This is an optimization exercise on Yosys and OpenROAD, whose aim is small area, a short achievable clock period and few clock cycles per item, not a production implementation. No functional check of the RTL was part of this run. Power figures rest on the tool's default switching activity, not on a simulated workload.

$ cat config.mk
export PLATFORM = sky130hd
export DESIGN_NAME = lamp_display_mux
export DESIGN_NICKNAME = lamp_display_mux
export VERILOG_FILES = /design/flow/design.v
export SDC_FILE = /design/flow/constraint.sdc
export NUM_CORES = 4
export LEC_CHECK = 0
export CAP_MARGIN = 20
export CORE_MARGIN = 2
export CORE_UTILIZATION = 40
export PLACE_DENSITY = 0.6
export SLEW_MARGIN = 20
$ cat constraint.sdc
create_clock -name core_clock -period 8.0 [get_ports {clk}]
set_input_delay 1.6000 -clock core_clock [delete_from_list [all_inputs] [get_ports {clk}]]
set_output_delay 1.6000 -clock core_clock [all_outputs]
set_load 0.01 [all_outputs]
$ cat design.v
module lamp_display_mux (
    input  wire        clk,
    input  wire        rst,
    input  wire        cmd_valid,
    output wire        cmd_ready,
    input  wire [63:0] cmd,
    output reg         rsp_valid,
    output reg  [31:0] rsp,
    input  wire        step_valid,
    output wire        step_ready,
    output reg         step_done,
    output reg  [7:0]  lamp_strobe,
    output reg  [7:0]  lamp_data,
    output reg  [7:0]  disp_strobe,
    output reg  [7:0]  disp_data_a,
    output reg  [7:0]  disp_data_b
);
    localparam [7:0] OP_UPDATE    = 8'h3F;
    localparam [7:0] OP_LAMPSET   = 8'h40;
    localparam [7:0] OP_LAMPOFF   = 8'h41;
    localparam [7:0] OP_DISPVAL   = 8'h48;
    localparam [7:0] OP_DISPBLANK = 8'h49;
    localparam [7:0] OP_DISPGETB  = 8'h4A;
    localparam [3:0] ST_OK          = 4'd0;
    localparam [3:0] ST_INVALID_ID  = 4'd4;
    localparam [3:0] ST_RESERVED_OP = 4'd5;
    localparam DIM_DIV1 = 2;
    localparam DIM_DIV2 = 3;
    localparam [2:0] S_IDLE  = 3'd0;
    localparam [2:0] S_EXEC  = 3'd1;
    localparam [2:0] S_BCD   = 3'd2;
    localparam [2:0] S_FLASH = 3'd3;
    localparam [2:0] S_DIV   = 3'd4;
    reg [63:0]  lamp_on;
    reg [63:0]  lamp_dim1;
    reg [63:0]  lamp_dim2;
    reg [511:0] lamp_fp;         
    reg [2:0]   lamp_bank;
    reg [1:0]   dimc1;
    reg [1:0]   dimc2;
    reg [143:0] disp_digit;      
    reg [47:0]  disp_blank;      
    reg [3:0]   disp_slot;
    reg [2:0]   state;
    reg [63:0]  cmd_q;
    reg [39:0]  bcd;             
    reg [31:0]  shreg;           
    reg [5:0]   iter;
    reg [5:0]   lamp_idx;
    reg [11:0]  divisor;         
    reg [11:0]  rem;
    wire [7:0]  op    = cmd_q[63:56];
    wire [7:0]  arg_a = cmd_q[55:48];
    wire [7:0]  arg_b = cmd_q[47:40];
    wire        flag0 = cmd_q[32];
    wire [31:0] arg_w = cmd_q[31:0];
    assign cmd_ready  = (state == S_IDLE) && !step_valid;
    assign step_ready = (state == S_IDLE);
    wire [2:0] next_bank = lamp_bank + 3'd1;
    wire       pass_wrap = (next_bank == 3'd0);
    wire [1:0] next_dimc1 = pass_wrap ? ((dimc1 == DIM_DIV1 - 1) ? 2'd0 : dimc1 + 2'd1) : dimc1;
    wire [1:0] next_dimc2 = pass_wrap ? ((dimc2 == DIM_DIV2 - 1) ? 2'd0 : dimc2 + 2'd1) : dimc2;
    wire [7:0] bank_on   = lamp_on[8*next_bank +: 8];
    wire [7:0] bank_dim1 = lamp_dim1[8*next_bank +: 8];
    wire [7:0] bank_dim2 = lamp_dim2[8*next_bank +: 8];
    wire [7:0] lamp_full = bank_on & ~bank_dim1 & ~bank_dim2;
    wire [7:0] lamp_aux1 = (next_dimc1 == 2'd0) ? (bank_on & bank_dim1) : 8'h00;
    wire [7:0] lamp_aux2 = (next_dimc2 == 2'd0) ? (bank_on & bank_dim2) : 8'h00;
    wire [7:0] lamp_byte = lamp_full | lamp_aux1 | lamp_aux2;
    wire [3:0] next_slot = disp_slot + 4'd1;
    function [3:0] nib;
        input [2:0] f;
        input [2:0] p;
        begin
            if (disp_blank[8*f + p])
                nib = disp_digit[24*f + 4*p +: 4];
            else
                nib = 4'hF;
        end
    endfunction
    reg [3:0] lane0, lane1, lane2, lane3;
    always @(*) begin
        lane0 = 4'hF;
        lane1 = 4'hF;
        lane2 = 4'hF;
        lane3 = 4'hF;
        if (next_slot < 4'd6) begin
            lane0 = nib(3'd0, next_slot[2:0]);
            lane1 = nib(3'd1, next_slot[2:0]);
            lane2 = nib(3'd2, next_slot[2:0]);
            lane3 = nib(3'd3, next_slot[2:0]);
        end else if (next_slot == 4'd8) begin
            lane0 = nib(3'd4, 3'd0);
            lane1 = nib(3'd5, 3'd0);
        end else if (next_slot == 4'd9) begin
            lane0 = nib(3'd4, 3'd1);
            lane1 = nib(3'd5, 3'd1);
        end
    end
    wire [15:0] period_ms  = arg_w[15:0];
    wire [11:0] period_clp = (period_ms > 16'd2550) ? 12'd2550 : period_ms[11:0];
    wire [7:0]  period_q0  = period_clp / 12'd10;
    wire [7:0]  flash_q    = (period_ms == 16'd0) ? 8'd0 :
                             (period_q0 == 8'd0)  ? 8'd1 : period_q0;
    wire [3:0] field_w = (arg_a < 8'd4) ? 4'd6 : 4'd2;
    reg [3:0] sig;
    always @(*) begin
        if (arg_a < 8'd4) begin
            if      (arg_w >= 32'd100000) sig = 4'd6;
            else if (arg_w >= 32'd10000)  sig = 4'd5;
            else if (arg_w >= 32'd1000)   sig = 4'd4;
            else if (arg_w >= 32'd100)    sig = 4'd3;
            else if (arg_w >= 32'd10)     sig = 4'd2;
            else if (arg_w >= 32'd1)      sig = 4'd1;
            else                          sig = 4'd0;
        end else begin
            if      (arg_w >= 32'd10)     sig = 4'd2;
            else if (arg_w >= 32'd1)      sig = 4'd1;
            else                          sig = 4'd0;
        end
    end
    wire [3:0] min_lim = (arg_b > {4'd0, field_w}) ? field_w : arg_b[3:0];
    wire [3:0] active  = !flag0 ? field_w : ((sig > min_lim) ? sig : min_lim);
    wire [7:0] val_mask = ((8'd1 << active) - 8'd1) << (field_w - active);
    wire [7:0] wid_mask = (8'd1 << field_w) - 8'd1;
    reg [39:0] bcd_adj;
    integer k;
    always @(*) begin
        for (k = 0; k < 10; k = k + 1)
            bcd_adj[4*k +: 4] = (bcd[4*k +: 4] >= 4'd5) ? bcd[4*k +: 4] + 4'd3 : bcd[4*k +: 4];
    end
    wire [39:0] bcd_next = {bcd_adj[38:0], shreg[31]};
    wire [12:0] rem_sh   = {rem, shreg[31]};
    wire        rem_ge   = (rem_sh >= {1'b0, divisor});
    wire [11:0] rem_next = rem_ge ? (rem_sh - {1'b0, divisor}) : rem_sh[11:0];
    wire [7:0]  cur_fp   = lamp_fp[8*lamp_idx +: 8];
    integer i;
    always @(posedge clk) begin
        if (rst) begin
            lamp_on     <= 64'd0;
            lamp_dim1   <= 64'd0;
            lamp_dim2   <= 64'd0;
            lamp_fp     <= 512'd0;
            lamp_bank   <= 3'd0;
            dimc1       <= 2'd0;
            dimc2       <= 2'd0;
            disp_digit  <= 144'd0;
            disp_blank  <= 48'd0;
            disp_slot   <= 4'd0;
            state       <= S_IDLE;
            cmd_q       <= 64'd0;
            bcd         <= 40'd0;
            shreg       <= 32'd0;
            iter        <= 6'd0;
            lamp_idx    <= 6'd0;
            divisor     <= 12'd0;
            rem         <= 12'd0;
            rsp_valid   <= 1'b0;
            rsp         <= 32'd0;
            step_done   <= 1'b0;
            lamp_strobe <= 8'd0;
            lamp_data   <= 8'd0;
            disp_strobe <= 8'd0;
            disp_data_a <= 8'd0;
            disp_data_b <= 8'd0;
        end else begin
            rsp_valid <= 1'b0;
            step_done <= 1'b0;
            case (state)
            S_IDLE: begin
                if (step_valid) begin
                    lamp_bank   <= next_bank;
                    dimc1       <= next_dimc1;
                    dimc2       <= next_dimc2;
                    disp_slot   <= next_slot;
                    lamp_strobe <= 8'd1 << next_bank;
                    lamp_data   <= lamp_byte;
                    disp_strobe <= {4'd0, next_slot};
                    disp_data_a <= {lane1, lane0};
                    disp_data_b <= {lane3, lane2};
                    step_done   <= 1'b1;
                end else if (cmd_valid) begin
                    cmd_q <= cmd;
                    state <= S_EXEC;
                end
            end
            S_EXEC: begin
                state     <= S_IDLE;
                rsp_valid <= 1'b1;
                rsp       <= {ST_OK, 28'd0};
                case (op)
                OP_LAMPSET: begin
                    if (arg_a > 8'd63) begin
                        rsp <= {ST_INVALID_ID, 28'd0};
                    end else if (!flag0) begin
                        lamp_on[arg_a[5:0]]        <= 1'b0;
                        lamp_dim1[arg_a[5:0]]      <= 1'b0;
                        lamp_dim2[arg_a[5:0]]      <= 1'b0;
                        lamp_fp[8*arg_a[5:0] +: 8] <= 8'd0;
                    end else begin
                        lamp_dim1[arg_a[5:0]]      <= arg_b[0];
                        lamp_dim2[arg_a[5:0]]      <= arg_b[1];
                        lamp_fp[8*arg_a[5:0] +: 8] <= flash_q;
                        if (period_ms == 16'd0)
                            lamp_on[arg_a[5:0]]    <= 1'b1;
                    end
                end
                OP_LAMPOFF: begin
                    lamp_on   <= 64'd0;
                    lamp_dim1 <= 64'd0;
                    lamp_dim2 <= 64'd0;
                    lamp_fp   <= 512'd0;
                end
                OP_DISPVAL: begin
                    if (arg_a > 8'd5) begin
                        rsp <= {ST_INVALID_ID, 28'd0};
                    end else begin
                        rsp_valid <= 1'b0;
                        bcd       <= 40'd0;
                        shreg     <= arg_w;
                        iter      <= 6'd0;
                        state     <= S_BCD;
                    end
                end
                OP_DISPBLANK: begin
                    if (arg_a > 8'd5)
                        rsp <= {ST_INVALID_ID, 28'd0};
                    else
                        disp_blank[8*arg_a[2:0] +: 8] <= arg_w[7:0] & wid_mask;
                end
                OP_DISPGETB: begin
                    if (arg_a > 8'd5)
                        rsp <= {ST_INVALID_ID, 28'd0};
                    else
                        rsp <= {ST_OK, 20'd0, disp_blank[8*arg_a[2:0] +: 8]};
                end
                OP_UPDATE: begin
                    rsp_valid <= 1'b0;
                    lamp_idx  <= 6'd0;
                    state     <= S_FLASH;
                end
                default: begin
                    rsp <= {ST_RESERVED_OP, 28'd0};
                end
                endcase
            end
            S_BCD: begin
                bcd   <= bcd_next;
                shreg <= {shreg[30:0], 1'b0};
                iter  <= iter + 6'd1;
                if (iter == 6'd31) begin
                    for (i = 0; i < 6; i = i + 1) begin
                        if (i < field_w)
                            disp_digit[24*arg_a[2:0] + 4*i +: 4] <= bcd_next[4*(field_w - 1 - i) +: 4];
                    end
                    disp_blank[8*arg_a[2:0] +: 8] <= val_mask;
                    rsp_valid <= 1'b1;
                    rsp       <= {ST_OK, 28'd0};
                    state     <= S_IDLE;
                end
            end
            S_FLASH: begin
                if (cur_fp != 8'd0) begin
                    divisor <= cur_fp * 4'd10;
                    rem     <= 12'd0;
                    shreg   <= arg_w;
                    iter    <= 6'd0;
                    state   <= S_DIV;
                end else if (lamp_idx == 6'd63) begin
                    rsp_valid <= 1'b1;
                    rsp       <= {ST_OK, 28'd0};
                    state     <= S_IDLE;
                end else begin
                    lamp_idx <= lamp_idx + 6'd1;
                end
            end
            S_DIV: begin
                rem   <= rem_next;
                shreg <= {shreg[30:0], 1'b0};
                iter  <= iter + 6'd1;
                if (iter == 6'd31) begin
                    lamp_on[lamp_idx] <= (rem_next < {1'b0, divisor[11:1]});
                    if (lamp_idx == 6'd63) begin
                        rsp_valid <= 1'b1;
                        rsp       <= {ST_OK, 28'd0};
                        state     <= S_IDLE;
                    end else begin
                        lamp_idx <= lamp_idx + 6'd1;
                        state    <= S_FLASH;
                    end
                end
            end
            default: state <= S_IDLE;
            endcase
        end
    end
endmodule
$ cat run.sh
#!/bin/bash
# synth_recipe.tcl (not shown) runs the flow's synth.tcl, then flattens the netlist and writes it again
# the make line also repeats each setting of config.mk as NAME=value (left out here)
make -C /OpenROAD-flow-scripts/flow DESIGN_CONFIG=/design/flow/config.mk WORK_HOME=/design/flow/orfs CLKGATE_MAP_FILE= SYNTH_SCRIPT=/design/flow/synth_recipe.tcl finish
==> impl_metrics.toml <==
[synth]
synth_cells = 7761
syn_area_mm2 = 0.06056
synth-seq-area-share = 0.3537
synth-seq-cells = 1070
synthFlopType = "dfxtp_1"
ys_async_sr_fraction = 0
syn_area_per_cell_um2 = 7.803
synth.distinct_cells = 97
synth-edff-count = 0
yosys_warnings = 1

[layout]
final_nets = 7704
mostFrequentLayoutCells = "nand2_1, nor2_1, dfxtp_1, a21oi_1, o21ai_0"
fillers = 14990
area_delta_synth_final_pct = 11.43
drive_above_1_share = 0.09227
final_common_cell = "nand2_1"

[grt]
grtUsageTotal = 0.2996
gr-total-overflow = 0
grt_pass1_wl_um = 356700
grt_max_degree = 129
antenna_found_initial = 6
grt_pass1_vias = 55470

[place]
io_buffer_count = 110
globalplace.congestion = 0.9879
place_ws_ns = 0.8769
dp_hpwl_um = 160300

[setup_path]
crit_arrival_ns = 8.04
endpoint_kind = "register"
worst_setup_path_start_kind = "register"
cp.required_ns = 8.71
path_class = "reg -> reg"
cp_max_fo = 21

[cts]
cts_resized = 0
clk_path_buf_depth = 3
postCtsSetupRepairBufs = 0
clkTransAtPathRegs_ns = 0.06
clock-sinks = 1070
numCtsBuffers = 120
cts_tree = "yes"
hold_buffers = 0
clk_latency_ns = 0.78
cts_max_level = 3
cts_root_buf = "clkbuf_16"

[routing]
first_pass_iters = 8
top_layer = "met5"
wl_um = 239300
met1Wirelength_um = 97650
vias_per_cell = 6.262
avgRoutedWirePerCell_um = 24.77
drtIter0Drc = 7409
routed-wl-met2_um = 103800
num_vias = 60480
met3_length_um = 24170
route.detailed.drc = 0
drtAntennaViolNets = 0

[sta]
fmax_ghz = 0.1364
fin_ws_ns = 0.6708
skew_ns = 0.05389
final_max_slew_viol_count = 0
finalHoldViolCount = 0
totalNegativeSetupSlack_ns = 0
period_needed_ns = 7.329
tightest_slew_ns = 1.307
relSlewSlack = 0.1253
setup_viol = 0
rsz0062_at_grt = "no"
period_share = 0.9162

[flow_run]
max-cap-violations = 0

[pwr]
leakage_nw = 23.14
p_per_area_mw_per_mm2 = 238.2
peakVddDrop_v = 0.0001862

[floorplanning]
row_count = 142
fp.dieH_um = 393.1
die-area_mm2 = 0.1545
core_mm2 = 0.1501
num_io_pins = 144
dieWidth_um = 393.1
start_util = 0.4034

[outcome]
status = "finished clean"

[min_path]
hold_path.class = "reg -> reg"
==> state kept, by name (all words and copies together) (netlist names), 3 cells and up <==
register / cells
cmd_q: 57
lamp_data: 8
disp_digit: 112
iter: 6
lamp_strobe: 8
lamp_on: 64
shreg: 32
lamp_idx: 6
divisor: 11
lamp_dim1: 64
disp_slot: 4
rem: 12
disp_blank: 48
bcd: 24
lamp_bank: 3
disp_data_b: 8
lamp_dim2: 64
state: 3
disp_data_a: 8
rsp: 10
lamp_fp: 512
==> cell families after synthesis <==
| group | Yosys count | synth area share |
|---|---|---|
| AOI/OAI and AO/OA | 2464 | 0.2510 |
| xor gates and xnor gates | 58 | 0.008389 |
| adders and majority gates | 101 | 0.02124 |
| buffers and inverters | 703 | 0.04672 |
| DFF | 1070 | 0.3537 |
| muxes | 398 | 0.1161 |
| other | 1 | 0.00006193 |
| and+or+nand+nor | 2966 | 0.2028 |
==> cells in the mapped netlist, types with 38 or more instances <==
master / instances / area (um2)
a211oi_1: 52 / 390.4
a21o_1: 58 / 435.4
a21oi_1: 960 / 4805
a221oi_1: 52 / 455.4
a22o_1: 74 / 648.1
a22oi_1: 323 / 2425
a31oi_1: 46 / 287.8
and2_1: 40 / 250.2
and3_1: 48 / 300.3
buf_1: 88 / 330.3
clkbuf_1: 471 / 1768
dfxtp_1: 1070 / 21420
ha_1: 98 / 1226
inv_1: 75 / 281.5
mux2i_1: 141 / 1411
mux4_2: 242 / 5450
nand2_1: 1271 / 4771
nand3_1: 111 / 555.5
nor2_1: 1160 / 4354
nor3_1: 143 / 715.7
o211a_1: 58 / 580.6
o211ai_1: 77 / 578.1
o21ai_0: 502 / 2512
o21ai_1: 48 / 240.2
xnor2_1: 38 / 332.8
==> layer usage <==
layer,track usage,up-vias
met2,0.4541,3167
li1,-,27420
met1,0.4044,29270
met3,0.05722,624
met5,0,-
met4,0.1547,6
==> stage by stage <==
step | hold WS (ns) | cells | total power, mW | util | area [um2]
final | 0.4455 | 9659 | 16.07 | 0.4494 | 67470
after global routing | 0.4633 | 9657 | 16.70 | 0.4494 | 67470
after CTS | 0.4451 | 9655 | 16.05 | 0.4490 | 67420
after detailed placement | 0.4352 | 9427 | 9.985 | 0.4202 | 63080
after floorplan | 0.4102 | 7786 | 8.640 | - | 60650
after global placement | 0.4309 | 9426 | 9.918 | 0.4201 | 63070
==> worst paths after layout <==
path / from / to / slack [ns] / cells past startpoint
max reg2reg: cmd_q[11] / disp_blank[12] / 0.67 / 26
min reg2reg: lamp_fp[248] / lamp_fp[248] / 0.45 / 2
max: cmd_q[11] / disp_blank[12] / 0.67 / 26
min: lamp_fp[248] / lamp_fp[248] / 0.45 / 2
==> worst max-delay path, stage by stage (launching register included) <==
cell,delay [ns]
dfxtp_1,0.53
nor4_1,0.62
or3b_2,0.55
nor4_1,0.66
nor3_1,0.15
nor2_1,0.28
ha_1,0.30
nor2b_1,0.14
o21a_1,0.17
o21ai_0,0.45
o311a_1,0.25
buf_4,0.21
clkinv_1,0.26
ha_1,0.37
and2_1,0.20
inv_1,0.06
ha_1,0.22
inv_1,0.11
a211oi_1,0.24
nand2_1,0.11
nor2_1,0.10
a211oi_1,0.07
a21oi_1,0.17
a21oi_1,0.08
o21ai_0,0.63
a32oi_1,0.21
nor2_1,0.12
==> where the power goes <==
part           switching (mW)  total, mW  leakage [nW]  internal (mW)
registers               0.295       5.92          8.68           5.62
logic                    2.77       4.07          12.3           1.31
clock network            2.46       6.08          2.13           3.62
==> final cells by class <==
| type | count | area (um2) | share of cell area |
|---|---|---|---|
| Multi-Input combinational cell | 6013 | 36620 | 0.5427 |
| Clock buffer | 157 | 3383 | 0.05014 |
| Antenna cell | 2 | 5.005 | 0.00007417 |
| Sequential cell | 1070 | 21440 | 0.3177 |
| Timing Repair Buffer | 252 | 2260 | 0.03349 |
| Tap cell | 2016 | 2522 | 0.03738 |
| Clock inverter | 71 | 953.4 | 0.01413 |
| Inverter | 78 | 295.3 | 0.004376 |

## separate check: timing with driven ports
Ports are ideal in the flow. The routed layout listed here was re-timed in OpenROAD. Step 1 (the two cells are an assumption about what drives the block):
set clk [get_ports {clk}]
set_driving_cell -lib_cell sky130_fd_sc_hd__clkbuf_16 $clk
set_driving_cell -lib_cell sky130_fd_sc_hd__buf_2 [delete_from_list [all_inputs] $clk]
Step 2 moves the port delays by t, midway between the first and last clock arrival at a register: inputs arrive t later, outputs are due t later. That takes back most of the time a late clock gives input paths. Three values: no drivers, after step 1, after step 2; two values: the first two.
t (ns): 0.839
slack for setup (ns): 0.671 / 0.671 / 0.671
worst setup path at the end: register to register
latest minus earliest clock arrival (ns): 0.055 / 0.055
After both steps this run still meets setup and hold. For this run, drivers alone change the setup slack by 0.000 ns; drivers and shift together by 0.000 ns.
